Background: an optimization exercise with open tools, aiming at small area, a short achievable clock period and few clock cycles. Do not read the settings as production practice.
RTL that was checked went through simulation tests only; none was proved equivalent to the original.
No functional check of the RTL was part of runs 1 to 4 and 7.
Power figures rest on the tool's default switching activity, not on a simulated workload.

**flow/flow/run.sh**
```bash
#!/bin/bash
# Standard layout, with repair_timing aiming for setup slack 11 ns (a
# tighter achieved period) instead of 0.
set -euo pipefail
bash standard.sh SETUP_SLACK_MARGIN=11 CTS_CLUSTER_SIZE=30 CTS_CLUSTER_DIAMETER=60 CORE_UTILIZATION=70 finish > run_standard.log 2>&1
```
**flow/standard.sh**
```bash
#!/bin/bash
# synth_recipe.tcl (not shown) runs the flow's synth.tcl, then flattens the netlist and writes it again
# the make line also repeats each setting of config.mk as NAME=value (left out here)
make -C /OpenROAD-flow-scripts/flow DESIGN_CONFIG=/design/flow/config.mk WORK_HOME=/design/flow/orfs CLKGATE_MAP_FILE= SYNTH_SCRIPT=/design/flow/synth_recipe.tcl "${@:-finish}"
```
**flow/config.mk**
```make
export PLATFORM = sky130hd
export DESIGN_NAME = cic_core
export DESIGN_NICKNAME = cic_core
export VERILOG_FILES = /design/flow/design.v
export SDC_FILE = /design/flow/constraint.sdc
export NUM_CORES = 4
export LEC_CHECK = 0
export CAP_MARGIN = 20
export CORE_MARGIN = 2
export CORE_UTILIZATION = 40
export SLEW_MARGIN = 20
```
**flow/constraint.sdc**
```tcl
create_clock -name core_clock -period 15.0 [get_ports {sys_clk}]
set_input_delay 3.0000 -clock core_clock [delete_from_list [all_inputs] [get_ports {sys_clk}]]
set_output_delay 3.0000 -clock core_clock [all_outputs]
set_load 0.01 [all_outputs]
```
**flow/design.v**
```verilog
module cic_core (
    input  wire sys_clk,
    input  wire block_rst,       
    input  wire dclk_in,         
    input  wire dio_in,          
    input  wire reset_held,      
    input  wire cancel,          
    output reg  dio_drive_low,   
    output reg  terminated,      
    output reg  busy             
);
    localparam [92:0] PRE_BITS =
        93'b111101000111001111110000100001001010001101011111010001110010000001011110010011100101111011000;
    localparam [3:0]
        ST_WAIT  = 4'd0,
        ST_TERM  = 4'd1,    
        ST_PRE   = 4'd2,    
        ST_DRAIN = 4'd3,    
        ST_CMD   = 4'd4,    
        ST_CPAD  = 4'd5,    
        ST_CWR   = 4'd6,    
        ST_VMARK = 4'd7,    
        ST_VRD   = 4'd8,    
        ST_VSYNC = 4'd9,    
        ST_VWR   = 4'd10,   
        ST_RACK  = 4'd11,   
        ST_DIE   = 4'd12;   
    reg  [3:0]   st;            
    reg  [6:0]   cnt;           
    reg          wait_act;      
    reg          cap_q;         
    reg          rbit;          
    reg          rst_q;         
    reg          cmd_hi;
    reg  [60:1]  mv;
    reg  [15:1]  ob;            
    reg          eng_run;       
    reg          eng_wait;      
    reg          eng_v1;        
    reg          eng_v2;        
    reg          eng_v3;        
    reg  [1:0]   eng_rnd;
    reg  [3:0]   eng_x;         
    reg  [3:0]   eng_bs;        
    reg          eng_have;      
    reg          eng_need;      
    reg  [120:0] ring;
    reg  [6:0]   vw;
    reg          vpend;         
    reg          vfetch;        
    reg  [3:0]   va_a;          
    reg          va_carry;
    wire [3:0] m1  = mv[4:1],   m2  = mv[8:5],   m3  = mv[12:9],  m4  = mv[16:13];
    wire [3:0] m5  = mv[20:17], m6  = mv[24:21], m7  = mv[28:25], m8  = mv[32:29];
    wire [3:0] m9  = mv[36:33], m10 = mv[40:37], m11 = mv[44:41], m12 = mv[48:45];
    wire [3:0] m13 = mv[52:49], m14 = mv[56:53], m15 = mv[60:57];
    function [3:0] add4;
        input [3:0] a, b;
        input       ci;
        reg   [4:0] c;
        integer     i;
        begin
            c[0] = ci;
            for (i = 0; i < 4; i = i + 1) begin
                add4[i] = a[i] ^ b[i] ^ c[i];
                c[i+1]  = (a[i] & b[i]) | (c[i] & (a[i] ^ b[i]));
            end
        end
    endfunction
    function cout4;
        input [3:0] a, b;
        input       ci;
        reg   [4:0] c;
        integer     i;
        begin
            c[0] = ci;
            for (i = 0; i < 4; i = i + 1)
                c[i+1] = (a[i] & b[i]) | (c[i] & (a[i] ^ b[i]));
            cout4 = c[4];
        end
    endfunction
    wire [3:0] xe  = eng_x;
    wire [3:0] n1  = add4(m1, xe, 1'b1);
    wire [3:0] n2  = ~add4(n1, m2, 1'b1);
    wire [3:0] t3  = add4(m2, m3, 1'b1);
    wire       ca  = ~cout4(m2, m3, 1'b1);                  
    wire [3:0] n3b = add4(m2, {m3[2:0], 1'b1}, 1'b0);        
    wire [3:0] n3  = ca ? t3 : n3b;
    wire [3:0] n4a = add4(m3, m4, 1'b0);
    wire [3:0] n4  = ca ? n4a : add4(n3b, m4, 1'b0);
    wire [3:0] n5a = add4(n4a, m5, 1'b0);
    wire [3:0] n5b = add4({~m4[3], m4[2:0]}, m4[3] ? 4'd0 : m5, 1'b0);
    wire [3:0] n5  = ca ? n5a : n5b;
    wire [3:0] n6a = add4({~m5[3], m5[2:0]}, m5[3] ? 4'd0 : m6, 1'b0);
    wire [3:0] n6b = add4(m5, m6, 1'b1);
    wire [3:0] n6  = ca ? n6a : n6b;
    wire [3:0] bs  = ca ? m6 : n6b;                         
    wire [3:0] n7  = add4(eng_bs, m7, 1'b1);
    wire [3:0] n8  = add4(n7, m8, 1'b1);
    wire [3:0] n9  = add4(n8, m9, 1'b1);
    wire [3:0] n10 = add4(m9, m10, 1'b1);
    wire [3:0] n11 = add4(n10, m11, 1'b1);
    wire [3:0] n12 = add4(n11, m12, 1'b1);
    wire [3:0] n13 = add4(m12, m13, 1'b1);
    wire [3:0] n14 = add4(n13, m14, 1'b1);
    wire [3:0] n15 = add4(n14, m15, 1'b1);
    wire eng_busy = eng_run || eng_wait || eng_v1 || eng_v2 || eng_v3;
    wire eng_fin  = eng_v3 && !eng_v2 && !eng_v1 && !eng_run && !eng_wait;
    wire eng_take = eng_need && eng_have;                    
    wire [3:0] nib  = {ring[2], ring[4], ring[6], ring[8]};
    wire [3:0] va_1 = {va_a[3] ^ ~nib[0], va_a[2:0]};
    wire [3:0] va_2 = {va_1[3] ^ (va_1[2] & ~va_1[1]), va_1[2] ^ ~va_1[1], va_1[1:0]};
    wire [3:0] va_3 = add4(va_2, nib, 1'b0);
    wire [3:0] va_5 = add4({va_3[2:0], 1'b0}, va_carry ? 4'd0 : 4'd7, 1'b0);
    wire [4:0] va_6 = {cout4(va_5, va_3, va_carry), add4(va_5, va_3, va_carry)};
    wire [3:0] va_7 = ~va_6[3:0];
    wire is_read = (st == ST_DRAIN) || (st == ST_CMD) || (st == ST_CPAD) ||
                   (st == ST_VRD);
    wire can_cap = !terminated && !rst_q && (st != ST_WAIT) && (st != ST_DIE) &&
                   !((st == ST_CWR) && eng_need) && !vpend && !vfetch;
    reg wbit;
    always @(*) begin
        case (st)
            ST_PRE:   wbit = PRE_BITS[cnt];
            ST_CWR:   wbit = ob[cnt[3:0]];
            ST_VMARK: wbit = ~cnt[0];                        
            ST_VWR:   wbit = va_a[3 - cnt[1:0]];              
            default:  wbit = 1'b0;                           
        endcase
    end
    wire drive0   = can_cap && !is_read && !wbit;            
    wire capture  = can_cap && !wait_act && !dclk_in;
    wire complete = wait_act && dclk_in;
    wire die_now  = complete && ((st == ST_DIE) ||
                    (cap_q && st == ST_CMD && cnt[0] && !cmd_hi && rbit));
    reg [3:0] st_a;
    reg [6:0] cnt_a;
    always @(*) begin
        st_a  = st;
        cnt_a = cnt;
        if (cap_q) begin
            cnt_a = cnt + 7'd1;
            case (st)
                ST_PRE:   if (cnt == 7'd92) begin st_a = ST_DRAIN; cnt_a = 7'd0; end
                ST_DRAIN: if (cnt == 7'd7)  begin st_a = ST_CMD;   cnt_a = 7'd0; end
                ST_CMD: begin
                    if (cnt[0]) begin
                        cnt_a = 7'd0;
                        case ({cmd_hi, rbit})
                            2'b00:   st_a = ST_CPAD;
                            2'b01:   st_a = ST_DIE;
                            2'b10:   st_a = ST_VMARK;
                            default: st_a = ST_RACK;
                        endcase
                    end
                end
                ST_CPAD: begin st_a = ST_CWR; cnt_a = cnt; end
                ST_CWR: begin
                    if (cnt[3:0] == 4'hF) begin st_a = ST_CMD; cnt_a = 7'd0; end
                    else                        st_a = ST_CPAD;
                end
                ST_VMARK: if (cnt == 7'd7)   begin st_a = ST_VRD;   cnt_a = 7'd0; end
                ST_VRD:   if (cnt == 7'd119) begin st_a = ST_VSYNC; cnt_a = 7'd0; end
                ST_VSYNC: begin st_a = ST_VWR; cnt_a = 7'd0; end
                ST_VWR:   if (cnt == 7'd119) begin st_a = ST_CMD;   cnt_a = 7'd0; end
                ST_RACK:  begin st_a = ST_CMD; cnt_a = 7'd0; end
                default: ;
            endcase
        end
        if (eng_take)                        
            cnt_a = {3'd0, (m7 == 4'd0) ? 4'd1 : m7};
        if (st == ST_WAIT || rst_q) cnt_a = 7'd0;
    end
    wire kill       = block_rst || cancel;
    wire wait_act_d = !(kill || dclk_in) && (wait_act || can_cap);
    wire dd_d       = !(kill || dclk_in) && (wait_act ? dio_drive_low : drive0);
    wire term_d     = !block_rst && (terminated || cancel || die_now);
    wire [3:0] st_d = (rst_q || st == ST_WAIT) ? (reset_held ? ST_WAIT : ST_PRE) : st_a;
    wire cmd_cmp   = cap_q && (st == ST_CMD) && cnt[0] && !cmd_hi && !rbit;
    wire eng_start = (cap_q && (st == ST_DRAIN) && (cnt == 7'd7)) || eng_take;
    wire eng_have_d = !rst_q && ((eng_have || eng_fin) && !eng_take);
    wire eng_need_d = !rst_q && ((eng_need || cmd_cmp) && !eng_take);
    wire eng_end   = eng_run && (xe == 4'd0);                
    wire eng_rest   = eng_wait && eng_v3 && !eng_v2 && !eng_v1;   
    wire eng_run_d  = !rst_q && (eng_start || (eng_run && !eng_end) || eng_rest);
    wire eng_wait_d = !rst_q &&
                      ((eng_end && eng_rnd != 2'd2) || (eng_wait && !eng_rest));
    wire eng_v1_d   = !rst_q && eng_run;
    wire eng_v2_d   = !rst_q && eng_v1;
    wire eng_v3_d   = !rst_q && eng_v2;
    wire v_al    = &vw;
    wire v_rd    = cap_q && (st == ST_VRD);                  
    wire v_wr    = (v_rd && (v_al || cnt == 7'd0)) || (vpend && v_al);
    wire v_nx    = cap_q && ((st == ST_VSYNC) ||
                   (st == ST_VWR && cnt[1:0] == 2'd3 && cnt != 7'd119));
    wire v_ft    = (v_nx || vfetch) && v_al;                 
    wire vpend_d  = !rst_q && ((v_rd || vpend) && !v_wr);
    wire vfetch_d = !rst_q && ((v_nx || vfetch) && !v_ft);
    always @(posedge sys_clk) begin
        st            <= st_d;
        cnt           <= cnt_a;
        wait_act      <= wait_act_d;
        dio_drive_low <= dd_d;
        terminated    <= term_d;
        busy          <= ((st_a == ST_CWR) && eng_need_d) ||
                         ((v_rd || vpend) && !v_wr) || ((v_nx || vfetch) && !v_ft);
        cap_q         <= capture && !block_rst;
        rst_q         <= block_rst;
        eng_run       <= eng_run_d;
        eng_wait      <= eng_wait_d;
        eng_v1        <= eng_v1_d;
        eng_v2        <= eng_v2_d;
        eng_v3        <= eng_v3_d;
        eng_have      <= eng_have_d;
        eng_need      <= eng_need_d;
        if (eng_take)
            ob <= {m15[0], m14[0], m13[0], m12[0], m11[0], m10[0], m9[0], m8[0],
                   m7[0], m6[0], m5[0], m4[0], m3[0], m2[0], m1[0]};
        if (capture)
            rbit <= dio_in;
        if (cap_q && st == ST_CMD && !cnt[0])
            cmd_hi <= rbit;
        if (!eng_busy) begin                       
            eng_x     <= m15;
            eng_rnd   <= 2'd0;
        end
        if (eng_rest)                              
            eng_x     <= n15;
        if (eng_run) begin
            eng_x     <= xe - 4'd1;
            eng_bs    <= bs;
            if (xe == 4'd0) eng_rnd <= eng_rnd + 2'd1;
        end
        if (eng_run)
            mv[4:1] <= n1;
        else if (cap_q && st == ST_DRAIN && cnt[2])
            mv[4:1] <= {mv[3:1], rbit};               
        if (rst_q)
            mv[24:5] <= 20'hB8F41;                    
        else if (eng_run)
            mv[24:5] <= {n6, n5, n4, n3, n2};
        if (rst_q)
            mv[36:25] <= 12'hC75;                     
        else if (eng_v1)
            mv[36:25] <= {n9, n8, n7};
        if (rst_q)
            mv[48:37] <= 12'h16D;                     
        else if (eng_v2)
            mv[48:37] <= {n12, n11, n10};
        if (rst_q)
            mv[60:49] <= 12'h89E;                     
        else if (eng_v3)
            mv[60:49] <= {n15, n14, n13};
        ring  <= {v_wr ? rbit : ring[0], ring[120:1]};
        vpend  <= vpend_d;
        vfetch <= vfetch_d;
        if (v_wr)
            vw <= 7'b0111111;                      
        else if (v_ft)
            vw <= 7'b0101010;                      
        else
            vw <= v_al ? 7'b0000001 : {vw[5:0], vw[6] ^ vw[5]};
        if (v_ft) begin
            va_a     <= va_7;
            va_carry <= va_6[4];
        end else if (cap_q && st == ST_CMD) begin
            va_a     <= 4'd5;
            va_carry <= 1'b1;
        end
    end
endmodule
```
==> results.py, run 1 <==
metrics = {
    "placement": {
        "dpl-instance-area_um2": 10200,
        "hpwl_um": 13700,
        "io_buffers": 8,
        "gp_congestion": 0.884,
    },
    "clock_network": {
        "clkTransAtPathRegs_ns": 0.10,
        "htreeDepth": 1,
        "cts_tree": "yes",
        "clk_path_buf_depth": 3,
        "cts_buffers": 14,
        "clk_latency_ns": 0.48,
        "cts-root-buf": "clkbuf_16",
        "clock-sinks": 246,
        "cts_hold_buf": 0,
    },
    "finish": {
        "final_util_pct": 76.9,
        "diodes": 0,
        "drive_gt1_share_pct": 5.63,
        "num-fill-cells": 897,
        "final_area_um2": 10800,
        "synthToLayoutAreaGrowth_pct": 6.56,
        "multiInputGateArea_um2": 4310,
        "regArea_um2": 5270,
        "fin_nets": 1013,
    },
    "pwr": {
        "power_density_nw_per_um2": 104,
        "p_leak_nw": 4.11,
        "ir_worst_vdd_mv": 0.121,
        "power_mw": 1.12,
    },
    "logic_synthesis": {
        "syn-cell-area_um2": 10100,
        "ys_types": 66,
        "synth_edf_count": 34,
        "synth_flop_cell": "dfxtp_1",
        "avgSynthCellArea_um2": 10.6,
        "synth_cells": 949,
        "ys_seq_elements": 246,
        "yosys_warnings": 1,
        "async_flop_share_pct": 0,
        "yosysSeqAreaShare_pct": 52.2,
        "syn-num-nets": 1029,
    },
    "outcome": {
        "status": "no timing/DRC/antenna violations",
    },
    "timing": {
        "clock_skew_ns": 0.0214,
        "finalMaxSlewViolations": 0,
        "relSlewSlack_pct": 46.3,
        "hold_viol": 0,
        "max_freq_ghz": 0.249,
        "tightest_slew_ns": 0.804,
        "setup-violations-final": 0,
        "rsz0062_at_grt": "yes",
        "finalCriticalPeriod_ns": 4.01,
        "timing.final.crit_share_pct": 26.7,
        "fin_tns_setup_ns": 0,
    },
    "route": {
        "num_vias": 6542,
        "drc": 0,
        "antenna_left": 0,
        "via_per_inst": 5.84,
        "wl_per_cell_um": 17.3,
        "first_pass_iters": 5,
        "highest_layer": "met4",
        "drt-met1-wl_um": 8410,
        "first_iter_violations": 523,
        "wl_met3_um": 805,
        "wirelength_um": 19400,
        "route.met2.wl_um": 9740,
    },
    "global_routing": {
        "overflow": 0,
        "grt_pass1_vias": 6603,
        "grt_max_degree": 51,
        "grt.total_usage_pct": 26.6,
        "antenna_found_initial": 0,
        "grt_pass1_wl_um": 32100,
    },
    "critical_path": {
        "critical_path_class": "primary input to flop",
        "cp_slowest_cell": "clkdlybuf4s50_1",
        "cpPeakStageDelay_ns": 0.48,
        "cp-end-kind": "flop",
        "crit_chain": "clkdlybuf4s50_1 -> nor3_2 -> o31ai_1 -> a211oi_2 -> nand3b_1 -> a21oi_1",
        "crit_fanout": 4,
        "cpLargestDelayFamily": "compound AO/OA/AOI/OAI gates",
        "arrival_ns": 4.42,
        "worstPathRequired_ns": 15.41,
        "cp_num_buf_inv": 1,
        "start_kind": "primary input",
    },
    "floorplan": {
        "io_pins": 9,
        "fp.dieH_um": 124,
        "initial_core_util_pct": 72.1,
        "rows": 43,
        "core-area_um2": 14000,
        "die_w_um": 124,
        "dieArea_um2": 15400,
    },
    "flow_run": {
        "maxCapViolations": 0,
    },
    "worst_hold_path": {
        "min_path_type": "flop to flop",
    },
}
[area by class of cell]
class | instances | area share, %
clock buffers | 18 | 3.69
clock inverters | 6 | 0.896
inverters | 95 | 3.32
multi-input cells | 564 | 40.1
flip-flops and latches | 246 | 49.0
well taps | 180 | 2.09
repair buffers | 12 | 0.885
[kinds of logic (layout without fill, tap and decap cells)]
logic type,after synthesis,after routing,share of synthesized area [%]
AO/OA/AOI/OAI,159,159,10.4
XOR/XNOR,41,41,3.56
adder cells (fa/ha/maj),74,74,12.5
buffers and inverters,139,131,5.18
flip-flops,246,246,52.2
multiplexers,35,35,4.42
AND/OR/NAND/NOR,255,255,11.8
[registers in the layout, indices dropped and copies added, names as in the netlist, 2 cells and up]
name and flops:
eng_bs 4, st 4, mv 60, eng_rnd 2, eng_x 4, cnt 7, vw 7, va_a 4
ring 121, ob 15
[worst register-to-register path, cell delays in order (launching register included)]
cell and delay [ns]:
dfxtp_1 0.33, inv_1 0.08, ha_1 0.15, inv_1 0.05
fa_1 0.50, inv_1 0.06, fa_1 0.50, fa_1 0.43
fa_1 0.39, xnor2_1 0.15, xnor2_1 0.22, nand2_1 0.10
xor2_1 0.19, o21ai_1 0.07
[routing by layer]
layer	GRT usage (%)	vias to the layer above
met5	0	-
met4	7.94	0
met3	3.30	44
met2	46.8	150
met1	34.6	3181
li1	-	3167
[where the power goes]
part / internal [mW] / switching, mW / leakage, nW / total [mW]
sequential: 0.666 / 0.00285 / 2.05 / 0.669
combinational: 0.00724 / 0.0130 / 1.83 / 0.0203
clock: 0.203 / 0.229 / 0.240 / 0.432
total: 0.877 / 0.245 / 4.11 / 1.12
[cells in the mapped netlist, types with 3 or more instances]
master	number	area [um^2]
mux2_2	4	45.0
a21oi_1	35	175
o21ai_0	24	120
nand2_1	89	334
clkbuf_1	32	120
xnor2_1	26	228
nand2b_1	10	62.6
a32oi_1	3	26.3
a211oi_1	26	195
nand3b_1	4	30.0
nor2_1	66	248
o31ai_1	6	45.0
mux4_2	7	158
o21ai_1	13	65.1
o211ai_1	14	105
or3_1	5	31.3
mux2i_1	22	220
o21a_1	4	30.0
a2111oi_0	3	26.3
inv_2	4	15.0
buf_1	11	41.3
nand4_1	3	18.8
and3_1	6	37.5
dfxtp_1	212	4240
nor3_1	21	105
a31oi_1	7	43.8
nand3_1	15	75.1
fa_1	44	881
nor4_1	6	37.5
nor2b_1	13	81.3
xor2_1	15	131
a221oi_1	3	26.3
ha_1	30	375
or4_1	4	30.0
edfxtp_1	34	1020
inv_1	91	342
a21o_1	3	22.5
[path summary, 6_finish.rpt]
path | from | to | slack (ns) | depth (start not counted)
worst min register to register | ring[66] | ring[65] | 0.33 | 0
worst max register to register | mv[45] | eng_x[3] | 11.53 | 13
worst max-delay path | dclk_in | dio_drive_low | 10.99 | 6
worst min-delay path | ring[66] | ring[65] | 0.33 | 0
[timing repair]
item                                    in CTS  in global routing
gates resized for setup                     14                  2
endpoints found under the setup margin       4                  2
buffers inserted                             1                  0
[cell usage in the layout (no fill, tap or decap), drive strengths merged, types with 18 or more instances in the layout]
cell and count:
nor2 67, a211oi 26, ha 30, dfxtp 212, nor3 21, clkbuf 18, xnor2 26, o21ai 37
inv 99, nand2 90, fa 44, mux2i 22, a21oi 36, edfxtp 34
[per-stage QoR]
step	instances	worst slack, ns	hold WS, ns
floorplan	949	11.17	0.310
global placement	1096	10.57	0.313
detailed placement	1096	10.43	0.313
CTS	1121	10.96	0.337
global route	1121	10.94	0.336
finish	1121	10.99	0.334
==> run 2: changes to the inputs <==
==> flow/flow/run.sh (replaced) <==
#!/bin/bash
# Standard layout, with repair_timing aiming for setup slack 11.1 ns (a
# tighter achieved period) instead of 0.
set -euo pipefail
bash standard.sh SETUP_SLACK_MARGIN=11.1 CTS_CLUSTER_SIZE=30 CTS_CLUSTER_DIAMETER=60 CORE_UTILIZATION=65 finish > run_standard.log 2>&1
==> run 2 against run 1 <==
- worst hold slack got worse by 0.011 ns
- utilization decreased by 5.0 points
- critical path type is now flop to primary output
- still clean on timing, DRC and antenna
- final area increased by 1.5%
- die area increased by 7.4%
- critical endpoint is now dio_drive_low
- area after synthesis unchanged
- register-to-register slack about the same
==> results.py, run 2 <==
metrics = {
    "critical_path": {
        "crit_fanout": 2,
        "cpLargestDelayFamily": "flip-flops",
        "cpPeakStageDelay_ns": 0.34,
        "arrival_ns": 0.95,
        "start_kind": "flop",
        "cp-end-kind": "primary output",
        "worstPathRequired_ns": 12.00,
        "crit_chain": "buf_6",
        "critical_path_class": "flop to primary output",
        "cp_slowest_cell": "dfxtp_2",
        "cp_num_buf_inv": 1,
    },
    "timing": {
        "finalCriticalPeriod_ns": 3.95,
        "setup-violations-final": 0,
        "timing.final.crit_share_pct": 26.3,
        "tightest_slew_ns": 0.824,
        "holdWs_ns": 0.322,
        "relSlewSlack_pct": 45.0,
        "max_freq_ghz": 0.253,
        "finalMaxSlewViolations": 0,
        "clock_skew_ns": 0.0242,
        "rsz0062_at_grt": "yes",
        "hold_viol": 0,
        "finalWorstSetupSlack_ns": 11.05,
        "fin_tns_setup_ns": 0,
    },
    "finish": {
        "layoutNonFillerInstCount": 1134,
        "fin_nets": 1017,
        "final_cell_mix": "dfxtp_1, inv_1, nand2_1",
        "top_regs": "ring x121, mv x60, ob x15",
        "layout_commonest_cell": "dfxtp_1",
        "diodes": 0,
        "largest_reg_flops": 121,
        "top_register": "ring",
        "synthToLayoutAreaGrowth_pct": 8.21,
        "drive_gt1_share_pct": 6.03,
    },
    "clock_network": {
        "cts-root-buf": "clkbuf_16",
        "clk_latency_ns": 0.50,
        "cts_hold_buf": 0,
        "cts_buffers": 16,
        "clkTransAtPathRegs_ns": 0.11,
        "clock-sinks": 246,
        "cts_tree": "yes",
        "clk_path_buf_depth": 3,
        "htreeDepth": 1,
    },
    "route": {
        "wl_per_cell_um": 16.9,
        "drt-met1-wl_um": 8710,
        "first_iter_violations": 382,
        "drc": 0,
        "via_per_inst": 5.68,
        "num_vias": 6441,
        "wirelength_um": 19200,
        "highest_layer": "met4",
        "route.met2.wl_um": 9330,
        "wl_met3_um": 801,
        "antenna_left": 0,
        "first_pass_iters": 5,
    },
    "logic_synthesis": {
        "async_flop_share_pct": 0,
        "synth_flop_cell": "dfxtp_1",
        "avgSynthCellArea_um2": 10.6,
        "synth_top_area_share_pct": 42.1,
        "synthMuxAreaShare_pct": 4.42,
        "syn-cell-area_um2": 10100,
        "syn-num-nets": 1029,
        "synth_edf_count": 34,
        "ys_types": 66,
        "yosys_warnings": 1,
        "synth_xor_xnor_area_share_pct": 3.56,
        "yosysMostFrequentCell": "dfxtp_1",
        "ys_seq_elements": 246,
        "synthAdderAreaFrac_pct": 12.5,
        "ys_top_cells_by_count": "dfxtp_1, inv_1, nand2_1",
        "synth_compound_area_share_pct": 10.4,
        "synth_cells": 949,
        "yosysTopAreaCell": "dfxtp_1",
        "yosysSeqAreaShare_pct": 52.2,
        "synth.area.top_cells": "dfxtp_1, edfxtp_1, fa_1, ha_1, inv_1",
        "synth_top_family_by_area": "adder cells",
        "synth_simple_gate_area_share_pct": 11.8,
    },
    "global_routing": {
        "grt_max_degree": 51,
        "antenna_found_initial": 0,
        "grt_pass1_vias": 6544,
        "grt_pass1_wl_um": 32900,
        "overflow": 0,
        "grt.total_usage_pct": 24.6,
    },
    "floorplan": {
        "io_pins": 9,
        "fp.dieH_um": 129,
        "rows": 45,
        "core-area_um2": 15200,
        "initial_core_util_pct": 66.4,
        "die_w_um": 129,
        "dieArea_um2": 16500,
    },
    "placement": {
        "pre_cts_ws_ns": 10.48,
        "gp_congestion": 0.892,
        "io_buffers": 8,
        "hpwl_um": 12800,
        "place_inst": 1105,
    },
    "flow_run": {
        "maxCapViolations": 0,
    },
    "pwr": {
        "p_leak_nw": 4.19,
        "ir_worst_vdd_mv": 0.132,
        "power_density_nw_per_um2": 109,
    },
    "outcome": {
        "status": "no timing/DRC/antenna violations",
    },
    "worst_hold_path": {
        "min_path_type": "flop to flop",
    },
}
run 2: cells by family (layout without fill, tap and decap cells):
| family | Yosys count | after routing |
|---|---|---|
| compound gates | 159 | 159 |
| xor+xnor | 41 | 41 |
| fa+ha+maj | 74 | 74 |
| buf+inv | 139 | 136 |
| flops | 246 | 246 |
| mux | 35 | 35 |
| simple gates | 255 | 255 |
run 2: cell type report:
class	instances	area, um^2
Clock buffer	19	433
Clock inverter	8	183
Fill cell	1100	4290
Inverter	95	357
Multi-Input combinational cell	564	4310
Sequential cell	246	5270
Tap cell	188	235
Timing Repair Buffer	14	128
run 2: report_power, final:
part / internal, mW / total, mW / switching (mW)
logic: 0.00763 / 0.0212 / 0.0135
clock network: 0.233 / 0.495 / 0.262
registers: 0.666 / 0.669 / 0.00274
run 2: worst paths after layout:
kind | from | to | slack, ns | cells past startpoint
worst max-delay path | dio_drive_low | dio_drive_low | 11.05 | 1
worst min-delay path | ring[50] | ring[49] | 0.32 | 0
worst max register to register | mv[45] | eng_x[3] | 11.54 | 13
worst min register to register | ring[50] | ring[49] | 0.32 | 0
run 2: repair_timing:
action | CTS | global route
pin swaps | 1 | 2
setup endpoints to repair | 4 | 4
resized for setup | 17 | 3
buffers inserted | 1 | 1
run 2: per-stage QoR:
stage | total power [mW] | utilization [%] | instance area, um^2
6_report | 1.19 | 71.8 | 10900
5_1_grt | 1.22 | 71.8 | 10900
4_1_cts | 1.19 | 71.7 | 10900
3_5_place_dp | 0.704 | 67.5 | 10300
3_3_place_gp | 0.704 | 67.5 | 10300
2_1_floorplan | 0.697 | - | 10100
run 2: routing by layer:
| metal | track usage, % | vias up |
|---|---|---|
| met5 | 0 | - |
| met4 | 5.63 | 0 |
| met3 | 3.83 | 30 |
| met2 | 41.5 | 144 |
| met1 | 34.0 | 3095 |
| li1 | - | 3172 |
==> run 3: changes to the inputs <==
==> flow/flow/run.sh (replaced) <==
#!/bin/bash
# Standard layout, with repair_timing aiming for setup slack 11 ns (a
# tighter achieved period) instead of 0, 70% utilisation, and a clock tree
# of clkbuf_8 leaf buffers (at most 15 flip-flops each) under clkbuf_16.
set -euo pipefail
bash standard.sh SETUP_SLACK_MARGIN=11 CORE_UTILIZATION=70 \
  "CTS_ARGS=-sink_clustering_enable -repair_clock_nets -sink_clustering_size 15 -sink_clustering_max_diameter 60 -buf_list sky130_fd_sc_hd__clkbuf_8 -root_buf sky130_fd_sc_hd__clkbuf_16" \
  finish > run_standard.log 2>&1
==> run 3 against run 2 <==
- critical path depth grew 5
- final cell count shrank 0.44%
- largest power group unchanged
- largest cell class unchanged
- first-iteration DRC count grew 33%
- utilization grew 4.3 points
- area after synthesis is the same
- non-clock buffer count shrank 3
- still clean
- global-route usage grew 1.8 points
- synthesized cell count is the same
- sequential share of layout area grew 1.2 points
- via count grew 2.8%
==> results.py, run 3 <==
metrics = {
    "logic_synthesis": {
        "ys_top_cells_by_count": "dfxtp_1, inv_1, nand2_1",
        "ys_seq_elements": 246,
        "synth_compound_area_share_pct": 10.4,
        "synth_simple_gate_area_share_pct": 11.8,
        "syn-cell-area_um2": 10100,
        "avgSynthCellArea_um2": 10.6,
        "async_flop_share_pct": 0,
        "synth_top_family_by_area": "adder cells",
        "synthAdderAreaFrac_pct": 12.5,
        "yosysTopAreaCell": "dfxtp_1",
        "synth_cells": 949,
        "yosysSeqAreaShare_pct": 52.2,
        "synth_xor_xnor_area_share_pct": 3.56,
        "yosys_warnings": 1,
        "synth_edf_count": 34,
        "synth.area.top_cells": "dfxtp_1, edfxtp_1, fa_1, ha_1, inv_1",
        "synthMuxAreaShare_pct": 4.42,
        "synth_top_area_share_pct": 42.1,
        "ys_types": 66,
        "syn-num-nets": 1029,
        "synth_flop_cell": "dfxtp_1",
        "yosysMostFrequentCell": "dfxtp_1",
    },
    "pwr": {
        "power_density_nw_per_um2": 99.1,
        "ir_worst_vdd_mv": 0.101,
        "power_mw": 1.06,
        "p_leak_nw": 4.09,
    },
    "clock_network": {
        "clock-sinks": 246,
        "clk_latency_ns": 0.48,
        "cts_tree": "yes",
        "htreeDepth": 1,
        "clkTransAtPathRegs_ns": 0.10,
        "cts_buffers": 21,
        "cts-root-buf": "clkbuf_16",
        "clk_path_buf_depth": 3,
        "post-cts-setup-buffers": 0,
    },
    "finish": {
        "final_util_pct": 76.1,
        "diodes": 0,
        "top_register": "ring",
        "layout_commonest_cell": "dfxtp_1",
        "largest_reg_flops": 121,
        "fin_nets": 1019,
        "top_regs": "ring x121, mv x60, ob x15",
        "drive_gt1_share_pct": 5.90,
        "synthToLayoutAreaGrowth_pct": 5.57,
        "final_cell_mix": "dfxtp_1, inv_1, nand2_1",
    },
    "flow_run": {
        "maxCapViolations": 0,
    },
    "timing": {
        "rsz0062_at_grt": "yes",
        "finalCriticalPeriod_ns": 4.00,
        "relSlewSlack_pct": 47.0,
        "setup-violations-final": 0,
        "max_freq_ghz": 0.250,
        "finalMaxSlewViolations": 0,
        "clock_skew_ns": 0.0251,
        "timing.final.crit_share_pct": 26.6,
        "hold_viol": 0,
        "fin_tns_setup_ns": 0,
        "tightest_slew_ns": 0.794,
    },
    "critical_path": {
        "arrival_ns": 4.40,
        "crit_end": "dio_drive_low",
        "r2r-start": "mv[45]",
        "worstPathRequired_ns": 15.40,
        "r2r_cells": 13,
        "cp-end-kind": "flop",
        "start_kind": "primary input",
        "critical_path_class": "primary input to flop",
        "reg2reg_slack_ns": 11.50,
        "rr_endpoint": "eng_x[3]",
        "crit_fanout": 4,
        "worstSetupStartpoint": "dclk_in",
    },
    "worst_hold_path": {
        "min_path_type": "flop to flop",
        "hold_depth": 0,
    },
    "global_routing": {
        "grt.total_usage_pct": 26.4,
        "grt_pass1_vias": 6630,
        "grt_pass1_wl_um": 32100,
        "antenna_found_initial": 0,
        "grt_max_degree": 51,
        "overflow": 0,
    },
    "route": {
        "via_per_inst": 5.86,
        "num_vias": 6621,
        "antenna_left": 0,
        "drc": 0,
        "first_iter_violations": 508,
        "wl_per_cell_um": 17.3,
        "wirelength_um": 19500,
        "first_pass_iters": 5,
    },
    "floorplan": {
        "initial_core_util_pct": 72.1,
        "rows": 43,
        "core-area_um2": 14000,
        "fp.dieH_um": 124,
        "dieArea_um2": 15400,
        "die_w_um": 124,
        "io_pins": 9,
    },
    "outcome": {
        "status": "no timing/DRC/antenna violations",
    },
    "placement": {
        "gp_congestion": 0.884,
        "io_buffers": 8,
        "hpwl_um": 13700,
    },
}
run 3: cell counts after synthesis:
Identical to the previous run, type by type.
run 3: worst max-delay path, stage by stage:
cell and delay, ns:
clkdlybuf4s50_1 0.48, nor3_2 0.28, o31ai_1 0.13, a211oi_2 0.24, nand3b_1 0.11, a21oi_1 0.15
run 3: repair_timing:
action | CTS | global route
gates resized for setup | 14 | 2
hold endpoints to repair | 0 | 0
hold buffers | 0 | 0
setup endpoints to repair | 4 | 2
run 3: area by class of cell:
class	count	area, um^2
sequential	246	5270
fill	920	3340
multi-input combinational	564	4310
clock inverter	11	63.8
timing repair buffer	11	87.6
inverter	95	357
clock buffer	22	337
tap	180	225
run 3: per-stage QoR:
step	instances	hold slack [ns]	setup slack (ns)	area (um^2)
floorplan	949	0.310	11.17	10100
global placement	1096	0.313	10.57	10200
detailed placement	1096	0.313	10.43	10200
CTS	1129	0.331	10.93	10600
global route	1129	0.337	10.93	10700
finish	1129	0.324	11.00	10700
run 3: worst min-delay path by stage:
stage | start | end | slack [ns]
after floorplan | ring[1] | ring[0] | 0.31
after global placement | ring[5] | ring[4] | 0.31
after detailed placement | ring[47] | ring[46] | 0.31
after CTS | ring[52] | ring[51] | 0.33
after global routing | ring[19] | ring[18] | 0.34
final | ring[115] | ring[114] | 0.32
run 3: power by group:
group | switching [mW] | internal [mW]
Sequential | 0.00300 | 0.666
Clock | 0.209 | 0.157
Combinational | 0.0129 | 0.00703
Total | 0.225 | 0.830
run 3: logic make-up after synthesis:
group | count (synthesis)
mux | 35
flops | 246
simple gates | 255
compound gates | 159
fa+ha+maj | 74
xor+xnor | 41
buf+inv | 139
run 3: metal layers:
layer / global-route usage (%) / wire length, um / part of all wire, %
met4: 6.74 / 399 / 2.0
met2: 46.1 / 9640 / 49
met1: 34.8 / 8610 / 44
met3: 3.80 / 839 / 4.3
met5: 0 / 0 / 0
==> run 4: changes to the inputs <==
==> flow/flow/run.sh (replaced) <==
#!/bin/bash
# Standard layout, with:
#  - repair_timing aiming for setup slack 11 ns (a tighter achieved period)
#    instead of 0,
#  - 70% utilisation,
#  - buf_4 cells as the port buffers (every port is still buffered),
#  - a clock tree of clkbuf_8 leaf buffers (at most 15 flip-flops each)
#    under clkbuf_16.
set -euo pipefail
bash standard.sh SETUP_SLACK_MARGIN=11 CORE_UTILIZATION=70 \
  "BUFFER_PORTS_ARGS=-buffer_cell sky130_fd_sc_hd__buf_4" \
  "CTS_ARGS=-sink_clustering_enable -repair_clock_nets -sink_clustering_size 15 -sink_clustering_max_diameter 60 -buf_list sky130_fd_sc_hd__clkbuf_8 -root_buf sky130_fd_sc_hd__clkbuf_16" \
  finish > run_standard.log 2>&1
==> run 4 against run 3 <==
- still clean
- critical path depth is 5 lower
- non-clock buffer count is 1 lower
- largest power group unchanged
- wire length is 1.7% lower
- via count is 0.54% lower
==> results.py, run 4 <==
metrics = {
    "outcome": {
        "status": "no timing/DRC/antenna violations",
    },
    "timing": {
        "timing.final.crit_share_pct": 26.4,
        "max_freq_ghz": 0.253,
        "holdWs_ns": 0.322,
        "tightest_slew_ns": 0.835,
        "fin_tns_setup_ns": 0,
        "hold_viol": 0,
        "relSlewSlack_pct": 44.2,
        "rsz0062_at_grt": "no",
        "finalCriticalPeriod_ns": 3.96,
        "finalMaxSlewViolations": 0,
        "clock_skew_ns": 0.0259,
        "setup-violations-final": 0,
    },
    "logic_synthesis": {
        "synth_cells": 949,
        "yosysTopAreaCell": "dfxtp_1",
        "ys_types": 66,
        "syn-cell-area_um2": 10100,
        "synth_top_area_share_pct": 42.1,
        "yosys_warnings": 1,
        "synth.area.top_cells": "dfxtp_1, edfxtp_1, fa_1, ha_1, inv_1",
        "synth_edf_count": 34,
        "avgSynthCellArea_um2": 10.6,
        "yosysMostFrequentCell": "dfxtp_1",
        "synth_flop_cell": "dfxtp_1",
        "ys_top_cells_by_count": "dfxtp_1, inv_1, nand2_1",
        "yosysSeqAreaShare_pct": 52.2,
        "syn-num-nets": 1029,
        "async_flop_share_pct": 0,
        "ys_seq_elements": 246,
    },
    "global_routing": {
        "grt_max_degree": 51,
        "grt_pass1_wl_um": 32700,
        "grt_pass1_vias": 6713,
        "overflow": 0,
        "grt.total_usage_pct": 26.8,
        "antenna_found_initial": 0,
    },
    "critical_path": {
        "cp-end-kind": "primary output",
        "start_kind": "flop",
        "worstPathRequired_ns": 12.00,
        "crit_chain": "buf_4",
        "crit_fanout": 2,
        "cp_num_buf_inv": 1,
        "arrival_ns": 0.96,
        "cp_slowest_cell": "dfxtp_1",
        "critical_path_class": "flop to primary output",
        "cpPeakStageDelay_ns": 0.36,
        "cpLargestDelayFamily": "flip-flops",
    },
    "finish": {
        "drive_gt1_share_pct": 5.71,
        "final_area_um2": 10600,
        "top_regs": "ring x121, mv x60, ob x15",
        "final_cell_mix": "dfxtp_1, inv_1, nand2_1",
        "synthToLayoutAreaGrowth_pct": 4.96,
        "layout_commonest_cell": "dfxtp_1",
        "largest_reg_flops": 121,
        "fin_nets": 1017,
        "top_register": "ring",
        "num-fill-cells": 916,
        "diodes": 0,
        "layoutNonFillerInstCount": 1125,
    },
    "placement": {
        "io_buffers": 8,
        "gp_congestion": 0.904,
        "dpl-instance-area_um2": 10200,
        "hpwl_um": 13400,
        "place_inst": 1095,
    },
    "clock_network": {
        "post-cts-setup-buffers": 0,
        "clk_path_buf_depth": 3,
        "clock-sinks": 246,
        "cts_buffers": 20,
        "cts_tree": "yes",
        "clk_latency_ns": 0.48,
        "clkTransAtPathRegs_ns": 0.10,
        "htreeDepth": 1,
        "cts-root-buf": "clkbuf_16",
    },
    "route": {
        "wirelength_um": 19200,
        "num_vias": 6585,
        "drc": 0,
        "antenna_left": 0,
        "wl_per_cell_um": 17.0,
        "first_pass_iters": 5,
        "first_iter_violations": 443,
        "via_per_inst": 5.85,
    },
    "floorplan": {
        "initial_core_util_pct": 72.1,
        "core-area_um2": 14000,
        "rows": 43,
        "die_w_um": 124,
        "dieArea_um2": 15400,
        "fp.dieH_um": 124,
        "io_pins": 9,
    },
    "pwr": {
        "power_density_nw_per_um2": 97.7,
        "ir_worst_vdd_mv": 0.0948,
        "p_leak_nw": 4.07,
    },
    "worst_hold_path": {
        "min_path_type": "flop to flop",
    },
    "flow_run": {
        "maxCapViolations": 0,
    },
}
## run 4: cell counts after synthesis
Identical to the previous run, type by type.
## run 4: final timing paths
path / cells past startpoint / startpoint / endpoint / slack [ns]
max: 1 / dio_drive_low / dio_drive_low / 11.04
min: 0 / ring[7] / ring[6] / 0.32
max reg2reg: 15 / mv[45] / eng_x[3] / 11.52
min reg2reg: 0 / ring[7] / ring[6] / 0.32
## run 4: cell type report
class / count / area (um^2) / area share, %
Tap cell: 180 / 225 / 2.13
Inverter: 95 / 357 / 3.37
Clock buffer: 21 / 323 / 3.05
Timing Repair Buffer: 10 / 75.1 / 0.709
Multi-Input combinational cell: 564 / 4300 / 40.6
Clock inverter: 9 / 40.0 / 0.378
Sequential cell: 246 / 5270 / 49.7
## run 4: logic make-up (layout without fill, tap and decap cells)
group	after synthesis	count (layout)	synth area share, %
simple gates	255	255	11.8
flops	246	246	52.2
compound gates	159	159	10.4
buf+inv	139	135	5.18
fa+ha+maj	74	74	12.5
xor+xnor	41	41	3.56
mux	35	35	4.42
## run 4: power by group
part	leakage [nW]	internal [mW]	switching (mW)
Sequential	2.05	0.666	0.00293
Clock	0.212	0.148	0.198
Combinational	1.82	0.00676	0.0128
## run 4: through the flow
stage | total power [mW] | utilization (%) | setup WS, ns
floorplan | 0.697 | - | 11.17
global placement | 0.704 | 73.1 | 10.92
detailed placement | 0.704 | 73.1 | 10.87
CTS | 1.04 | 75.7 | 11.00
global route | 1.07 | 75.7 | 11.00
finish | 1.03 | 75.7 | 11.04
## run 4: per-layer routing
metal  GRT usage [%]  vias up  wire (um)
met5               0        -          0
met4            9.13        0        576
li1                -     3170          -
met3            3.71       48        868
met1            36.9     3171       8520
met2            43.9      196       9190
## run 4: repair_timing
action | CTS | global route
endpoints found under the hold margin | 0 | 0
gates resized for setup | 0 | 1
endpoints found under the setup margin | 0 | 1
hold buffers | 0 | 0
==> run 5: changes to the inputs <==
--- a/flow/design.v
+++ b/flow/design.v
@@ -35,2 +35,3 @@
     reg  [60:1]  mv;
+    reg  [3:0]   p;             
     reg  [15:1]  ob;            
@@ -124,3 +125,3 @@
             ST_PRE:   wbit = PRE_BITS[cnt];
-            ST_CWR:   wbit = ob[cnt[3:0]];
+            ST_CWR:   wbit = ob[p];
             ST_VMARK: wbit = ~cnt[0];                        
@@ -137,2 +138,3 @@
     reg [6:0] cnt_a;
+    reg [3:0] p_a;
     always @(*) begin
@@ -140,2 +142,5 @@
         cnt_a = cnt;
+        p_a   = p;
+        if (eng_take)
+            p_a = (m7 == 4'd0) ? 4'd1 : m7;
         if (cap_q) begin
@@ -156,6 +161,7 @@
                 end
-                ST_CPAD: begin st_a = ST_CWR; cnt_a = cnt; end
+                ST_CPAD:  st_a = ST_CWR;
                 ST_CWR: begin
-                    if (cnt[3:0] == 4'hF) begin st_a = ST_CMD; cnt_a = 7'd0; end
-                    else                        st_a = ST_CPAD;
+                    p_a = p + 4'd1;
+                    if (p == 4'hF) begin st_a = ST_CMD; cnt_a = 7'd0; end
+                    else                 st_a = ST_CPAD;
                 end
@@ -169,4 +175,2 @@
         end
-        if (eng_take)                        
-            cnt_a = {3'd0, (m7 == 4'd0) ? 4'd1 : m7};
         if (st == ST_WAIT || rst_q) cnt_a = 7'd0;
@@ -201,2 +205,3 @@
         cnt           <= cnt_a;
+        p             <= p_a;
         wait_act      <= wait_act_d;
==> run 5 against run 4 <==
- still clean
- final area increased by 1.3%
- final cell count up 2.6%
- area after synthesis is 1.0% higher
- largest cell class unchanged
==> results.py, run 5 <==
metrics = {
    "outcome": {
        "status": "no timing/DRC/antenna violations",
    },
    "global_routing": {
        "grt_max_degree": 52,
        "overflow": 0,
        "grt.total_usage_pct": 25.2,
        "grt_pass1_vias": 6773,
        "grt_pass1_wl_um": 32400,
        "antenna_found_initial": 0,
    },
    "logic_synthesis": {
        "synth.area.top_cells": "dfxtp_1, edfxtp_1, fa_1, ha_1, inv_1",
        "syn-cell-area_um2": 10200,
        "yosysMostFrequentCell": "dfxtp_1",
        "ys_top_cells_by_count": "dfxtp_1, inv_1, nand2_1",
        "yosysTopAreaCell": "dfxtp_1",
        "synth_top_area_share_pct": 42.4,
        "synth_cells": 967,
        "async_flop_share_pct": 0,
        "ys_seq_elements": 250,
        "yosys_warnings": 1,
        "synth_edf_count": 34,
        "ys_types": 66,
        "yosysSeqAreaShare_pct": 52.4,
        "synth_flop_cell": "dfxtp_1",
        "syn-num-nets": 1048,
        "avgSynthCellArea_um2": 10.5,
    },
    "timing": {
        "relSlewSlack_pct": 46.7,
        "rsz0062_at_grt": "no",
        "finalWorstSetupSlack_ns": 11.05,
        "holdWs_ns": 0.317,
        "tightest_slew_ns": 0.798,
        "setup-violations-final": 0,
        "fin_tns_setup_ns": 0,
        "finalMaxSlewViolations": 0,
        "clock_skew_ns": 0.0212,
        "finalCriticalPeriod_ns": 3.95,
        "timing.final.crit_share_pct": 26.3,
        "hold_viol": 0,
        "max_freq_ghz": 0.253,
    },
    "pwr": {
        "pwr-share-seq_pct": 63.6,
        "power.share.combinational_pct": 2.1,
        "ir_worst_vdd_mv": 0.0997,
        "netSwitchingFraction_pct": 21.8,
        "switchingPower_uw": 233,
        "clockPowerShare_pct": 34.3,
        "power.internal_uw": 837,
        "power_density_nw_per_um2": 99.8,
        "p_leak_nw": 4.19,
    },
    "finish": {
        "diodes": 0,
        "layout_commonest_cell": "dfxtp_1",
        "top_regs": "ring x121, mv x60, ob x15",
        "drive_gt1_share_pct": 6.60,
        "layoutNonFillerInstCount": 1154,
        "num-fill-cells": 959,
        "top_register": "ring",
        "final_area_um2": 10700,
        "largest_reg_flops": 121,
        "fin_nets": 1040,
        "final_cell_mix": "dfxtp_1, inv_1, nand2_1",
        "synthToLayoutAreaGrowth_pct": 5.28,
    },
    "route": {
        "first_iter_violations": 615,
        "wl_per_cell_um": 16.4,
        "drc": 0,
        "num_vias": 6649,
        "antenna_left": 0,
        "via_per_inst": 5.76,
        "wirelength_um": 18900,
        "first_pass_iters": 5,
    },
    "critical_path": {
        "cpLargestDelayFamily": "flip-flops",
        "worstPathRequired_ns": 12.00,
        "cpPeakStageDelay_ns": 0.34,
        "arrival_ns": 0.95,
        "cp-end-kind": "primary output",
        "cp_num_buf_inv": 1,
        "start_kind": "flop",
        "critical_path_class": "flop to primary output",
        "crit_fanout": 3,
        "crit_chain": "buf_4",
        "cp_slowest_cell": "dfxtp_2",
    },
    "floorplan": {
        "core-area_um2": 14400,
        "die_w_um": 125,
        "rows": 44,
        "dieArea_um2": 15500,
        "io_pins": 9,
        "initial_core_util_pct": 70.9,
        "fp.dieH_um": 125,
    },
    "placement": {
        "pre_cts_ws_ns": 10.97,
        "hpwl_um": 12800,
        "place_inst": 1120,
        "dpl-instance-area_um2": 10300,
        "io_buffers": 8,
        "gp_congestion": 0.848,
    },
    "worst_hold_path": {
        "min_path_type": "flop to flop",
    },
    "clock_network": {
        "htreeDepth": 1,
        "cts-root-buf": "clkbuf_16",
        "clkTransAtPathRegs_ns": 0.10,
        "cts_buffers": 21,
        "clk_latency_ns": 0.49,
        "cts_tree": "yes",
        "cts_hold_buf": 0,
        "post-cts-setup-buffers": 0,
        "clock-sinks": 250,
        "clk_path_buf_depth": 3,
        "postCtsResizedCells": 1,
    },
    "flow_run": {
        "maxCapViolations": 0,
    },
}
==> run 5: cell types whose count changed after synthesis, moves of 5 or more <==
cell      delta
o21ai_0     +15
nor2_1      +14
o21ai_1     -11
clkbuf_1     -9
nor3_1       -8
a211oi_1     -7
buf_2        +6
and3_1       +5
inv_1        +5
nand2_1      -5
or2_2        +5
==> run 5: routing by layer <==
metal / vias to the layer above / global-route usage, % / share of wire [%]
li1: 3241 / - / -
met1: 3179 / 36.7 / 47
met2: 189 / 39.1 / 45
met3: 40 / 3.74 / 5.0
met4: 0 / 8.53 / 2.7
met5: - / 0 / 0
==> run 5: cells by family (layout without fill, tap and decap cells) <==
| group | after synthesis | after routing | share of synthesized area, % |
|---|---|---|---|
| buffers and inverters | 141 | 144 | 5.32 |
| xor gates and xnor gates | 41 | 41 | 3.52 |
| DFF | 250 | 250 | 52.4 |
| and+or+nand+nor | 266 | 266 | 12.4 |
| muxes | 30 | 30 | 3.39 |
| AOI/OAI and AO/OA | 164 | 164 | 10.5 |
| adders and majority gates | 75 | 75 | 12.4 |
==> run 5: final cells by class <==
class	count	area [um^2]	share of cell area, %
tap	184	230	2.15
multi-input combinational	576	4310	40.1
clock buffer	21	323	3.01
clock inverter	13	65.1	0.606
inverter	98	368	3.43
timing repair buffer	12	90.1	0.840
sequential	250	5350	49.8
==> run 5: final timing paths <==
path	cells past startpoint	from	slack (ns)	to
hold reg to reg	0	ring[43]	0.32	ring[42]
setup / recovery	1	terminated	11.05	terminated
setup reg to reg	13	mv[45]	11.50	eng_x[3]
hold / removal	0	ring[43]	0.32	ring[42]
==> run 5: power groups by stage <==
stage	clock (mW)	combinational (mW)	sequential [mW]
2_1_floorplan	0	0.0169	0.694
3_3_place_gp	0	0.0214	0.697
3_5_place_dp	0	0.0219	0.697
4_1_cts	0.377	0.0220	0.681
5_1_grt	0.398	0.0241	0.682
6_report	0.367	0.0224	0.681
==> run 5: stage by stage <==
stage          util, %  total power, mW
3_3_place_gp      72.0            0.718
2_1_floorplan        -            0.711
5_1_grt           74.7             1.10
3_5_place_dp      72.0            0.719
6_report          74.7             1.07
4_1_cts           74.7             1.08
Testbench counts of run 5, summed over its fixed seeds: cycles 64,299.
==> run 6: changes to the inputs <==
==> flow/flow/run.sh (replaced) <==
#!/bin/bash
# Standard layout, with repair_timing aiming for setup slack 11 ns (a
# tighter achieved period) instead of 0.
set -euo pipefail
bash standard.sh SETUP_SLACK_MARGIN=11 CTS_CLUSTER_SIZE=30 CTS_CLUSTER_DIAMETER=60 CORE_UTILIZATION=70 finish > run_standard.log 2>&1
==> run 6 against run 5 <==
- still clean on timing, DRC and antenna
- global-route usage hardly changed
- synthesized cell count unchanged
- utilization increased by 0.84 points
- total power is 7.0% higher
- final cell count is 0.87% lower
- clock-buffer cell count down 5
- clock power grew about 20%
- die area is the same
- final area is 1.1% higher
- critical endpoint is now dio_drive_low
- largest power group unchanged
==> results.py, run 6 <==
metrics = {
    "global_routing": {
        "grt_pass1_wl_um": 32000,
        "overflow": 0,
        "grt_pass1_vias": 6370,
        "grt_max_degree": 52,
        "grt.total_usage_pct": 25.1,
        "antenna_found_initial": 0,
    },
    "pwr": {
        "p_leak_nw": 4.19,
        "clockPowerShare_pct": 38.5,
        "power_density_nw_per_um2": 106,
        "pwr-share-seq_pct": 59.6,
        "switchingPower_uw": 258,
        "ir_worst_vdd_mv": 0.132,
        "power.share.combinational_pct": 1.9,
        "netSwitchingFraction_pct": 22.6,
        "power.internal_uw": 887,
    },
    "critical_path": {
        "cpPeakStageDelay_ns": 0.33,
        "crit_fanout": 2,
        "arrival_ns": 0.94,
        "crit_chain": "buf_2",
        "r2r-start": "mv[45]",
        "worstSetupStartpoint": "dio_drive_low",
        "cp_slowest_cell": "dfxtp_2",
        "cp-end-kind": "primary output",
        "worstPathRequired_ns": 12.00,
        "critical_path_class": "flop to primary output",
        "cpLargestDelayFamily": "flip-flops",
        "cp_num_buf_inv": 1,
        "start_kind": "flop",
    },
    "floorplan": {
        "rows": 44,
        "initial_core_util_pct": 70.9,
        "fp.dieH_um": 125,
        "core-area_um2": 14400,
        "io_pins": 9,
        "dieArea_um2": 15500,
        "die_w_um": 125,
    },
    "logic_synthesis": {
        "synth_flop_cell": "dfxtp_1",
        "ys_top_cells_by_count": "dfxtp_1, inv_1, nand2_1",
        "yosysSeqAreaShare_pct": 52.4,
        "synth.area.top_cells": "dfxtp_1, edfxtp_1, fa_1, ha_1, inv_1",
        "ys_types": 66,
        "syn-cell-area_um2": 10200,
        "ys_seq_elements": 250,
        "yosysTopAreaCell": "dfxtp_1",
        "synth_top_area_share_pct": 42.4,
        "yosys_warnings": 1,
        "async_flop_share_pct": 0,
        "avgSynthCellArea_um2": 10.5,
        "synth_edf_count": 34,
        "syn-num-nets": 1048,
        "synth_cells": 967,
        "yosysMostFrequentCell": "dfxtp_1",
    },
    "timing": {
        "clock_skew_ns": 0.0242,
        "tightest_slew_ns": 1.03,
        "relSlewSlack_pct": 30.9,
        "fin_tns_setup_ns": 0,
        "rsz0062_at_grt": "no",
        "hold_viol": 0,
        "finalCriticalPeriod_ns": 3.94,
        "finalMaxSlewViolations": 0,
        "setup-violations-final": 0,
        "max_freq_ghz": 0.254,
        "timing.final.crit_share_pct": 26.3,
    },
    "clock_network": {
        "cts_hold_buf": 0,
        "cts_buffers": 15,
        "clkTransAtPathRegs_ns": 0.11,
        "cts-root-buf": "clkbuf_16",
        "clock-sinks": 250,
        "clk_path_buf_depth": 3,
        "clk_latency_ns": 0.50,
        "htreeDepth": 1,
        "cts_tree": "yes",
    },
    "placement": {
        "gp_congestion": 0.899,
        "io_buffers": 8,
        "place_inst": 1118,
        "hpwl_um": 12900,
    },
    "route": {
        "first_pass_iters": 5,
        "wl_per_cell_um": 16.6,
        "antenna_left": 0,
        "via_per_inst": 5.69,
        "wirelength_um": 18900,
        "drc": 0,
        "wl_met3_um": 791,
        "highest_layer": "met4",
        "num_vias": 6509,
        "route.met2.wl_um": 8780,
        "first_iter_violations": 504,
        "drt-met1-wl_um": 8940,
    },
    "worst_hold_path": {
        "worstHoldStart": "ring[119]",
        "min_path_type": "flop to flop",
    },
    "finish": {
        "fin_nets": 1033,
        "num-fill-cells": 945,
        "layoutNonFillerInstCount": 1144,
        "diodes": 0,
        "top_regs": "ring x121, mv x60, ob x15",
        "largest_reg_flops": 121,
        "layout_commonest_cell": "dfxtp_1",
        "final_cell_mix": "dfxtp_1, inv_1, nand2_1",
        "synthToLayoutAreaGrowth_pct": 6.46,
        "top_register": "ring",
        "drive_gt1_share_pct": 6.04,
    },
    "outcome": {
        "status": "no timing/DRC/antenna violations",
    },
    "flow_run": {
        "maxCapViolations": 0,
    },
}
run 6: final timing paths:
check,endpoint,slack (ns),cells past startpoint
setup / recovery,dio_drive_low,11.06,1
hold / removal,ring[118],0.33,0
setup reg to reg,eng_x[3],11.51,13
hold reg to reg,ring[118],0.33,0
run 6: logic make-up (layout without fill, tap and decap cells):
| family | Yosys count | count (layout) | share of synthesized area [%] |
|---|---|---|---|
| buffers and inverters | 141 | 134 | 5.32 |
| adders and majority gates | 75 | 75 | 12.4 |
| AOI/OAI and AO/OA | 164 | 164 | 10.5 |
| muxes | 30 | 30 | 3.39 |
| xor gates and xnor gates | 41 | 41 | 3.52 |
| DFF | 250 | 250 | 52.4 |
| and+or+nand+nor | 266 | 266 | 12.4 |
run 6: timing repair:
item / 4_1_cts / 5_1_grt
setup buffers: 1 / 0
resized for setup: 13 / 2
endpoints found under the setup margin: 3 / 2
run 6: cell type report:
cell class / count / area [um^2] / area share [%]
Sequential cell: 250 / 5350 / 49.3
Multi-Input combinational cell: 576 / 4310 / 39.7
Clock buffer: 16 / 379 / 3.49
Inverter: 98 / 368 / 3.39
Tap cell: 184 / 230 / 2.12
Clock inverter: 9 / 125 / 1.15
Timing Repair Buffer: 11 / 87.6 / 0.807
run 6: through the flow:
step	setup WS (ns)	power, mW	util (%)	hold slack [ns]	instance area, um^2
after floorplan	11.27	0.711	-	0.310	10200
after global placement	10.66	0.718	72.0	0.310	10300
after detailed placement	10.63	0.718	72.0	0.312	10300
after CTS	10.96	1.15	75.5	0.334	10800
after global routing	11.01	1.18	75.5	0.336	10900
final	11.06	1.14	75.5	0.330	10900
run 6: power by group through the flow:
stage	logic, mW	clock network, mW	registers, mW
2_1_floorplan	0.0169	0	0.694
3_3_place_gp	0.0208	0	0.697
3_5_place_dp	0.0211	0	0.697
4_1_cts	0.0214	0.450	0.682
5_1_grt	0.0236	0.470	0.682
6_report	0.0217	0.441	0.682
run 6: routing by layer:
layer  track usage, %  up-vias
li1                 -     3206
met1             37.4     3112
met2             39.5      159
met3             3.22       32
met4             6.61        0
met5                0        -
==> run 7: changes to the inputs <==
--- a/flow/design.v
+++ b/flow/design.v
@@ -35,3 +35,2 @@
     reg  [60:1]  mv;
-    reg  [3:0]   p;             
     reg  [15:1]  ob;            
@@ -41,3 +40,2 @@
     reg          eng_v2;        
-    reg          eng_v3;        
     reg  [1:0]   eng_rnd;
@@ -101,10 +99,10 @@
     wire [3:0] n9  = add4(n8, m9, 1'b1);
-    wire [3:0] n10 = add4(m9, m10, 1'b1);
-    wire [3:0] n11 = add4(n10, m11, 1'b1);
+    wire [3:0] n10 = add4(n9, m10, 1'b1);
+    wire [3:0] n11 = add4(m10, m11, 1'b1);
     wire [3:0] n12 = add4(n11, m12, 1'b1);
-    wire [3:0] n13 = add4(m12, m13, 1'b1);
+    wire [3:0] n13 = add4(n12, m13, 1'b1);
     wire [3:0] n14 = add4(n13, m14, 1'b1);
     wire [3:0] n15 = add4(n14, m15, 1'b1);
-    wire eng_busy = eng_run || eng_wait || eng_v1 || eng_v2 || eng_v3;
-    wire eng_fin  = eng_v3 && !eng_v2 && !eng_v1 && !eng_run && !eng_wait;
+    wire eng_busy = eng_run || eng_wait || eng_v1 || eng_v2;
+    wire eng_fin  = eng_v2 && !eng_v1 && !eng_run && !eng_wait;
     wire eng_take = eng_need && eng_have;                    
@@ -125,3 +123,3 @@
             ST_PRE:   wbit = PRE_BITS[cnt];
-            ST_CWR:   wbit = ob[p];
+            ST_CWR:   wbit = ob[cnt[3:0]];
             ST_VMARK: wbit = ~cnt[0];                        
@@ -138,3 +136,2 @@
     reg [6:0] cnt_a;
-    reg [3:0] p_a;
     always @(*) begin
@@ -142,5 +139,2 @@
         cnt_a = cnt;
-        p_a   = p;
-        if (eng_take)
-            p_a = (m7 == 4'd0) ? 4'd1 : m7;
         if (cap_q) begin
@@ -161,7 +155,6 @@
                 end
-                ST_CPAD:  st_a = ST_CWR;
+                ST_CPAD: begin st_a = ST_CWR; cnt_a = cnt; end
                 ST_CWR: begin
-                    p_a = p + 4'd1;
-                    if (p == 4'hF) begin st_a = ST_CMD; cnt_a = 7'd0; end
-                    else                 st_a = ST_CPAD;
+                    if (cnt[3:0] == 4'hF) begin st_a = ST_CMD; cnt_a = 7'd0; end
+                    else                        st_a = ST_CPAD;
                 end
@@ -175,2 +168,4 @@
         end
+        if (eng_take)                        
+            cnt_a = {3'd0, (m7 == 4'd0) ? 4'd1 : m7};
         if (st == ST_WAIT || rst_q) cnt_a = 7'd0;
@@ -187,3 +182,3 @@
     wire eng_end   = eng_run && (xe == 4'd0);                
-    wire eng_rest   = eng_wait && eng_v3 && !eng_v2 && !eng_v1;   
+    wire eng_rest   = eng_wait && eng_v2 && !eng_v1;   
     wire eng_run_d  = !rst_q && (eng_start || (eng_run && !eng_end) || eng_rest);
@@ -193,3 +188,2 @@
     wire eng_v2_d   = !rst_q && eng_v1;
-    wire eng_v3_d   = !rst_q && eng_v2;
     wire v_al    = &vw;
@@ -205,3 +199,2 @@
         cnt           <= cnt_a;
-        p             <= p_a;
         wait_act      <= wait_act_d;
@@ -217,3 +210,2 @@
         eng_v2        <= eng_v2_d;
-        eng_v3        <= eng_v3_d;
         eng_have      <= eng_have_d;
@@ -247,13 +239,9 @@
         if (rst_q)
-            mv[36:25] <= 12'hC75;                     
+            mv[40:25] <= 16'hDC75;                    
         else if (eng_v1)
-            mv[36:25] <= {n9, n8, n7};
+            mv[40:25] <= {n10, n9, n8, n7};
         if (rst_q)
-            mv[48:37] <= 12'h16D;                     
+            mv[60:41] <= 20'h89E16;                   
         else if (eng_v2)
-            mv[48:37] <= {n12, n11, n10};
-        if (rst_q)
-            mv[60:49] <= 12'h89E;                     
-        else if (eng_v3)
-            mv[60:49] <= {n15, n14, n13};
+            mv[60:41] <= {n15, n14, n13, n12, n11};
         ring  <= {v_wr ? rbit : ring[0], ring[120:1]};
==> run 7 against run 6 <==
- total power grew 1.4%
- critical path type is now flop to flop
- sequential share of layout area decreased by 1.3 points
- still clean on timing, DRC and antenna
- global-route usage rose by 2.8 points
- clock skew grew 0.0077 ns
- sequential power hardly changed
- final cell count decreased by 2.1%
- critical path depth rose by 15
- die area is 1.2% lower
- highest routed layer unchanged
- wire length is 7.1% higher
==> results.py, run 7 <==
metrics = {
    "outcome": {
        "status": "no timing/DRC/antenna violations",
    },
    "global_routing": {
        "grt.total_usage_pct": 28.0,
        "use_met3_pct": 3.98,
        "grt_util_met2_pct": 48.5,
        "grt_pass1_wl_um": 33400,
        "grt_max_degree": 46,
        "grt_pass1_vias": 6759,
        "use_met1_pct": 36.8,
        "antenna_found_initial": 0,
        "overflow": 0,
        "busiest_layer": "met2",
    },
    "timing": {
        "timing.final.crit_share_pct": 28.8,
        "finalMaxSlewViolations": 0,
        "rsz0062_at_grt": "yes",
        "finalWorstSetupSlack_ns": 10.67,
        "relSlewSlack_pct": 32.3,
        "tightest_slew_ns": 1.01,
        "fin_tns_setup_ns": 0,
        "hold_viol": 0,
        "clock_skew_ns": 0.0319,
        "max_freq_ghz": 0.231,
        "finalCriticalPeriod_ns": 4.33,
        "setup-violations-final": 0,
        "holdWs_ns": 0.330,
    },
    "logic_synthesis": {
        "synth_simple_gate_area_share_pct": 11.3,
        "yosysTopAreaCell": "dfxtp_1",
        "ys_types": 70,
        "synthAdderAreaFrac_pct": 12.5,
        "yosys_warnings": 1,
        "yosysSeqAreaShare_pct": 52.1,
        "synth_top_family_by_area": "adder cells",
        "synth_compound_area_share_pct": 10.3,
        "synth_cells": 932,
        "synth_flop_cell": "dfxtp_1",
        "syn-cell-area_um2": 10100,
        "yosysMostFrequentCell": "dfxtp_1",
        "async_flop_share_pct": 0,
        "syn-num-nets": 1012,
        "synth.area.top_cells": "dfxtp_1, edfxtp_1, fa_1, ha_1, inv_1",
        "synthMuxAreaShare_pct": 4.53,
        "ys_top_cells_by_count": "dfxtp_1, inv_1, nand2_1",
        "synth_top_area_share_pct": 42.0,
        "synth_xor_xnor_area_share_pct": 4.20,
        "avgSynthCellArea_um2": 10.8,
        "ys_seq_elements": 245,
        "synth_edf_count": 34,
    },
    "floorplan": {
        "die_w_um": 124,
        "io_pins": 9,
        "core-area_um2": 14000,
        "rows": 43,
        "fp.dieH_um": 124,
        "initial_core_util_pct": 71.9,
        "dieArea_um2": 15400,
    },
    "route": {
        "via_per_inst": 5.94,
        "wirelength_um": 20300,
        "wl_per_cell_um": 18.1,
        "antenna_left": 0,
        "drc": 0,
        "first_iter_violations": 526,
        "num_vias": 6648,
        "first_pass_iters": 5,
    },
    "pwr": {
        "ir_worst_vdd_mv": 0.151,
        "p_leak_nw": 4.28,
        "power_mw": 1.16,
        "power_density_nw_per_um2": 106,
    },
    "clock_network": {
        "cts-root-buf": "clkbuf_16",
        "htreeDepth": 1,
        "clock-sinks": 245,
        "cts_tree": "yes",
        "clk_latency_ns": 0.49,
        "cts_buffers": 15,
        "clkTransAtPathRegs_ns": 0.11,
        "clk_path_buf_depth": 3,
    },
    "finish": {
        "diodes": 0,
        "drive_gt1_share_pct": 10.3,
        "top_regs": "ring x121, mv x60, ob x15",
        "largest_reg_flops": 121,
        "fin_nets": 1013,
        "synthToLayoutAreaGrowth_pct": 8.80,
        "final_cell_mix": "dfxtp_1, inv_1, nand2_1",
        "top_register": "ring",
        "layout_commonest_cell": "dfxtp_1",
        "num-fill-cells": 891,
    },
    "flow_run": {
        "maxCapViolations": 0,
    },
    "critical_path": {
        "worstPathRequired_ns": 15.23,
        "cp-end-kind": "flop",
        "start_kind": "flop",
        "cpPeakStageDelay_ns": 0.52,
        "crit_chain": "inv_2 -> ha_4 -> inv_2 -> fa_1 -> inv_1 -> fa_2 -> inv_2 -> fa_1 -> fa_1 -> fa_2 -> xor2_2 -> xnor2_2 -> xor3_1 -> nor2b_4 -> xnor2_1 -> o21ai_1",
        "critical_path_class": "flop to flop",
        "cp_slowest_cell": "fa_1",
        "reg2reg_slack_ns": 10.67,
        "crit_fanout": 2,
        "arrival_ns": 4.56,
    },
    "placement": {
        "pre_cts_ws_ns": 10.47,
        "gp_congestion": 0.892,
        "io_buffers": 8,
        "hpwl_um": 13400,
    },
    "worst_hold_path": {
        "min_path_type": "flop to flop",
    },
}
## run 7: metrics by stage
step | instances | util, % | instance area (um^2)
final | 1120 | 78.3 | 10900
after global placement | 1083 | 73.4 | 10300
after CTS | 1116 | 77.8 | 10900
after global routing | 1120 | 78.3 | 10900
after detailed placement | 1083 | 73.4 | 10300
after floorplan | 932 | - | 10100
## run 7: final timing paths
path | start | endpoint | cells past startpoint
min reg2reg | ring[67] | ring[66] | 0
max reg2reg | mv[37] | eng_x[3] | 16
min | ring[67] | ring[66] | 0
max | mv[37] | eng_x[3] | 16
## run 7: report_power, final
part	internal, mW	switching, mW	total, mW
Combinational	0.0137	0.0180	0.0317
Clock	0.203	0.245	0.448
Sequential	0.673	0.00820	0.681
Total	0.890	0.271	1.16
## run 7: kinds of logic (layout without fill, tap and decap cells)
family	after synthesis	after routing
AO/OA/AOI/OAI	161	161
XOR/XNOR	45	45
adder cells (fa/ha/maj)	74	74
buffers and inverters	134	142
flip-flops	245	245
multiplexers	37	37
AND/OR/NAND/NOR	236	236
## run 7: metal layers
| metal | share of wire [%] | vias up |
|---|---|---|
| met5 | 0 | - |
| li1 | - | 3135 |
| met2 | 50 | 211 |
| met3 | 5.1 | 44 |
| met1 | 42 | 3258 |
| met4 | 2.4 | 0 |
## run 7: critical path: cells and delay by family (launching register included)
family / cells / cell delay (ns)
buffers and inverters: 4 / 0.23
and+or+nand+nor: 1 / 0.14
xor gates and xnor gates: 4 / 0.98
AOI/OAI and AO/OA: 1 / 0.07
DFF: 1 / 0.35
adders and majority gates: 6 / 2.30
## run 7: what timing repair did
| action | in CTS | in global routing |
|---|---|---|
| setup buffers | 9 | 4 |
| hold buffers | 0 | 0 |
| setup endpoints to repair | 8 | 8 |
| pin swaps | 4 | 6 |
| resized for setup | 25 | 13 |
## run 7: layout make-up
type	instances	area [um^2]	share of cell area [%]
clock buffer	16	379	3.46
clock inverter	8	141	1.29
inverter	93	349	3.19
multi-input combinational	553	4390	40.1
sequential	245	5250	48.0
tap	180	225	2.06
timing repair buffer	25	208	1.90

Setup slack of run 7, layout unchanged: 10.673 ns with ideal ports, 10.673 ns with driving cells assumed (clock clkbuf_16, inputs buf_2), 10.673 ns with port delays also shifted by the 0.518 ns mid clock arrival.
